Context: an optimization exercise on an open-source flow, tuned for small area, a short achievable clock period and few clock cycles. The choices shown serve that exercise and are no tape-out recipe.
RTL that was checked went through simulation tests only; none was proved equivalent to the original.
Power and IR drop assume default switching activity.

==> module rpt_fmt, before the edit <==
module rpt_fmt (
    input  wire        clk,
    input  wire        rst,         
    input  wire        req_valid,
    output wire        req_ready,
    input  wire        req_kind,    
    input  wire [7:0]  req_t,
    input  wire [7:0]  req_h,
    input  wire [15:0] req_f,
    output wire        tx_valid,
    input  wire        tx_ready,
    output wire [7:0]  tx_data
);
    localparam [5:0] Q_HEAD = 6'd0,     
                     Q_T1   = 6'd1,     
                     Q_T2   = 6'd2,     
                     Q_T0   = 6'd4,     
                     Q_H0   = 6'd5,     
                     Q_H1   = 6'd6,     
                     Q_H2   = 6'd7,     
                     Q_HD2  = 6'd8,     
                     Q_HD0  = 6'd10,    
                     Q_F1   = 6'd11,    
                     Q_F2   = 6'd12,    
                     Q_F3   = 6'd13,    
                     Q_F4   = 6'd14,    
                     Q_FD4  = 6'd15,    
                     Q_FD0  = 6'd19,    
                     Q_K0   = 6'd20,    
                     Q_K9   = 6'd29,
                     Q_KD2  = 6'd30,    
                     Q_KD0  = 6'd32,    
                     Q_CR   = 6'd33,
                     Q_LF   = 6'd34;
    reg        txv;
    reg [7:0]  txd;
    reg        rfree;       
    reg        rrdy;        
    reg        kind;
    reg [19:0] r;           
    reg [4:0]  rstep;       
    reg [9:0]  s;           
    reg [5:0]  st;
    assign req_ready = rrdy;
    assign tx_valid  = txv;
    assign tx_data   = txd;
    function [3:0] add3;
        input [3:0] x;
        add3 = {x[3] | (x[2] & (x[1] | x[0])),
                (x[3] & x[0]) | (x[2] & ~x[1] & ~x[0]),
                (x[1] & (~x[2] | x[0])) | (x[3] & ~x[0]),
                (~x[3] & ~x[2] & x[0]) | (x[2] & x[1] & ~x[0]) | (x[3] & ~x[0])};
    endfunction
    wire rdone = kind ? rstep[4] : rstep[3];
    wire ge2  = |rstep[4:1];
    wire ge4  = |rstep[4:2];
    wire ge6  = rstep[4] | rstep[3] | (rstep[2] & rstep[1]);
    wire ge8  = |rstep[4:3];
    wire ge12 = rstep[4] | (rstep[3] & rstep[2]);
    wire en0  = kind ? 1'b1 : ge2;
    wire en1  = kind ? ge4  : ge6;
    wire en2  = kind ? ge8  : ge2;
    wire en3  = kind ? ge12 : ge6;
    reg [19:0] ra, rn;
    always @(*) begin
        ra = r;
        if (en0) ra[3:0]   = add3(r[3:0]);
        if (en1) ra[7:4]   = add3(r[7:4]);
        if (en2) ra[11:8]  = add3(r[11:8]);
        if (en3) ra[15:12] = add3(r[15:12]);
        rn = {ra[18:0], ra[19]};
        if (!kind) begin
            rn[0]  = ra[17];
            rn[8]  = ra[19];
            rn[16] = ra[7];
            rn[18] = ra[15];
        end
    end
    wire [2:0] kidx = st[2:0] - Q_K0[2:0];    
    reg  [9:0] sa, sn;
    always @(*) begin
        sa = s;
        if (kidx >= 3'd2) sa[3:0] = add3(s[3:0]);
        if (kidx >= 3'd6) sa[7:4] = add3(s[7:4]);
        sn = {sa[8:0], sa[9]};
    end
    wire [5:0] q_t = (|r[19:18]) ? Q_T2  : (|r[15:12]) ? Q_T2 + 6'd1  : Q_T0;
    wire [5:0] q_h = (|r[17:16]) ? Q_HD2 : (|r[7:4])   ? Q_HD2 + 6'd1 : Q_HD0;
    wire [5:0] q_f = (|r[18:16]) ? Q_FD4 : (|r[15:12]) ? Q_FD4 + 6'd1 :
                     (|r[11:8])  ? Q_FD4 + 6'd2 : (|r[7:4]) ? Q_FD4 + 6'd3 : Q_FD0;
    wire [5:0] q_s = (|s[9:8])   ? Q_KD2 : (|s[7:4])   ? Q_KD2 + 6'd1 : Q_KD0;
    reg [7:0] nb;
    reg [3:0] dg;
    reg       dig;
    reg       have;
    reg [5:0] nst;
    always @(*) begin
        have = 1'b1;
        nst  = st + 6'd1;
        nb   = 8'h00;
        dg   = 4'd0;
        dig  = 1'b0;
        case (st)
        Q_HEAD: begin
            have = ~rfree;
            nb   = kind ? "F" : "T";
            nst  = kind ? Q_F1 : Q_T1;
        end
        Q_T1:  begin nb = ":"; have = rdone; nst = q_t; end
        6'd2:  begin dig = 1'b1; dg = {2'b00, r[19:18]}; end
        6'd3:  begin dig = 1'b1; dg = r[15:12]; end
        6'd4:  begin dig = 1'b1; dg = r[11:8]; end
        Q_H0:  nb = " ";
        Q_H1:  nb = "H";
        Q_H2:  begin nb = ":"; nst = q_h; end
        6'd8:  begin dig = 1'b1; dg = {2'b00, r[17:16]}; end
        6'd9:  begin dig = 1'b1; dg = r[7:4]; end
        6'd10: begin dig = 1'b1; dg = r[3:0]; nst = Q_K0; end
        Q_F1:  nb = "R";
        Q_F2:  nb = "E";
        Q_F3:  nb = "Q";
        Q_F4:  begin nb = ":"; have = rdone; nst = q_f; end
        6'd15: begin dig = 1'b1; dg = {1'b0, r[18:16]}; end
        6'd16: begin dig = 1'b1; dg = r[15:12]; end
        6'd17: begin dig = 1'b1; dg = r[11:8]; end
        6'd18: begin dig = 1'b1; dg = r[7:4]; end
        6'd19: begin dig = 1'b1; dg = r[3:0]; end
        6'd20: nb = " ";
        6'd21: nb = "C";
        6'd22: nb = "H";
        6'd23: nb = "E";
        6'd24: nb = "C";
        6'd25: nb = "K";
        6'd26: nb = "S";
        6'd27: nb = "U";
        6'd28: nb = "M";
        Q_K9:  begin nb = ":"; nst = q_s; end
        6'd30: begin dig = 1'b1; dg = {2'b00, s[9:8]}; end
        6'd31: begin dig = 1'b1; dg = s[7:4]; end
        6'd32: begin dig = 1'b1; dg = s[3:0]; end
        Q_CR:  nb = 8'h0D;
        Q_LF:  begin nb = 8'h0A; nst = Q_HEAD; end
        default: begin have = 1'b0; nst = Q_HEAD; end
        endcase
        if (dig) nb = {4'h3, dg};
    end
    wire slot = ~txv | tx_ready;
    wire ld   = slot & have;
    wire acc  = req_valid & rrdy;
    wire body = (st != Q_HEAD) && (st < Q_K0);
    wire last_val = (st == Q_HD0) || (st == Q_FD0);
    always @(posedge clk) begin
        if (rst) begin
            txv   <= 1'b0;
            rfree <= 1'b1;
            rrdy  <= 1'b0;
            st    <= Q_HEAD;
        end else begin
            if (slot) txv <= have;
            if (ld) begin
                txd <= nb;
                st  <= nst;
            end
            if (acc)
                rfree <= 1'b0;
            else if (ld && last_val)
                rfree <= 1'b1;
            rrdy <= req_valid && !acc && (rfree || (ld && last_val));
        end
    end
    always @(posedge clk) begin
        if (rfree || (ld && last_val))
            kind <= req_kind;
    end
    always @(posedge clk) begin
        if (rfree) begin
            r     <= kind ? {req_f, 4'b0000}
                          : {req_t[7:6], req_h[7:6], req_t[5:0], 2'b00,
                             req_h[5:0], 2'b00};
            rstep <= 5'd0;
        end else if (!rdone) begin
            r     <= rn;
            rstep <= rstep + 5'd1;
        end
    end
    always @(posedge clk) begin
        if (ld) begin
            if (st == Q_HEAD)
                s <= {nb, 2'b00};
            else if (body)
                s[9:2] <= s[9:2] + nb;
            else if (st >= Q_K0 && st < Q_K0 + 6'd8)
                s <= sn;
        end
    end
endmodule
==> flow/config.mk <==
export PLATFORM = sky130hd
export DESIGN_NAME = rpt_fmt
export DESIGN_NICKNAME = rpt_fmt
export VERILOG_FILES = /design/flow/design.v
export SDC_FILE = /design/flow/constraint.sdc
export NUM_CORES = 4
export LEC_CHECK = 0
export CAP_MARGIN = 20
export CORE_MARGIN = 2
export CORE_UTILIZATION = 30
export PLACE_DENSITY = 0.5
export SLEW_MARGIN = 20
==> flow/constraint.sdc <==
create_clock -name core_clock -period 40.0 [get_ports {clk}]
set_input_delay 8.0000 -clock core_clock [delete_from_list [all_inputs] [get_ports {clk}]]
set_output_delay 8.0000 -clock core_clock [all_outputs]
set_load 0.01 [all_outputs]
standard.sh (not shown) runs the stock make flow with config.mk's settings and CLKGATE_MAP_FILE= SYNTH_SCRIPT=/design/flow/synth_recipe.tcl, a recipe that flattens the netlist after the stock synthesis.
==> flow/flow/run.sh <==
#!/bin/bash
# The standard layout, with the smallest buffer on the ports instead of the
# delay cell buffer_ports picks by default.
set -uo pipefail
export BUFFER_PORTS_ARGS="-buffer_cell sky130_fd_sc_hd__buf_1"
bash standard.sh > standard.log 2>&1
The starting point finished with timing, DRC and antenna clean.
Testbench counts at the start, summed over its fixed seeds: cycles 36,790.
==> next run, changes <==
--- a/flow/design.v
+++ b/flow/design.v
@@ -36,5 +36,4 @@
     reg [7:0]  txd;
     reg        rfree;       
-    reg        rrdy;        
     reg        kind;
     reg [19:0] r;           
@@ -42,5 +41,5 @@
     reg [9:0]  s;           
     reg [5:0]  st;
-    assign req_ready = rrdy;
+    assign req_ready = rfree;
     assign tx_valid  = txv;
     assign tx_data   = txd;
@@ -147,5 +146,4 @@
     wire slot = ~txv | tx_ready;
     wire ld   = slot & have;
-    wire acc  = req_valid & rrdy;
     wire body = (st != Q_HEAD) && (st < Q_K0);
     wire last_val = (st == Q_HD0) || (st == Q_FD0);
@@ -154,5 +152,4 @@
             txv   <= 1'b0;
             rfree <= 1'b1;
-            rrdy  <= 1'b0;
             st    <= Q_HEAD;
         end else begin
@@ -162,20 +159,16 @@
                 st  <= nst;
             end
-            if (acc)
-                rfree <= 1'b0;
+            if (rfree)
+                rfree <= ~req_valid;
             else if (ld && last_val)
                 rfree <= 1'b1;
-            rrdy <= req_valid && !acc && (rfree || (ld && last_val));
         end
     end
     always @(posedge clk) begin
-        if (rfree || (ld && last_val))
-            kind <= req_kind;
-    end
-    always @(posedge clk) begin
         if (rfree) begin
-            r     <= kind ? {req_f, 4'b0000}
-                          : {req_t[7:6], req_h[7:6], req_t[5:0], 2'b00,
-                             req_h[5:0], 2'b00};
+            kind  <= req_kind;
+            r     <= req_kind ? {req_f, 4'b0000}
+                              : {req_t[7:6], req_h[7:6], req_t[5:0], 2'b00,
+                                 req_h[5:0], 2'b00};
             rstep <= 5'd0;
         end else if (!rdone) begin
After rerunning: The changed run ran to the end with no violations; worst setup slack gets better by 0.25 ns; wire length came out lower by 2.2%; maximum frequency rises by 2.8%; count of clock-buffer cells in the layout goes up by 2; synthesized area goes up by 0.62%; final area rises by 0.48%; worst hold slack gets better by 0.043 ns; total power fell by 14%; global-route usage drops by 0.23 points; core utilization hardly moves.
The RTL of the second run of this note was laid out without a check of its function.

-- what the ideal ports hide --
The results above use ideal ports. As a check the final layouts listed here were re-extracted and re-timed, cells and wires unchanged. Step 1: set_driving_cell puts a clkbuf_16 on clk and a buf_2 on each other input, an assumption about the parent block. Step 2 times the ports against the registers' clock, not the clock port: input delays grow and output delays shrink by t, the midpoint of the rising clock arrivals with the driver on. a / b / c = no drivers / after step 1 / after step 2; a / b = the first two.
| run | t, ns | setup slack, ns | worst hold slack (ns) |
|---|---|---|---|
| the first run | 0.351 | 30.633 / 30.652 / 30.300 | 0.460 / 0.460 / 0.460 |
| the second run | 0.337 | 30.885 / 30.899 / 30.562 | 0.503 / 0.503 / 0.503 |
After both steps setup and hold are still met in every run listed. For the first run, which loses most, drivers alone change the setup slack by +0.019 ns; drivers and shift together by -0.333 ns.
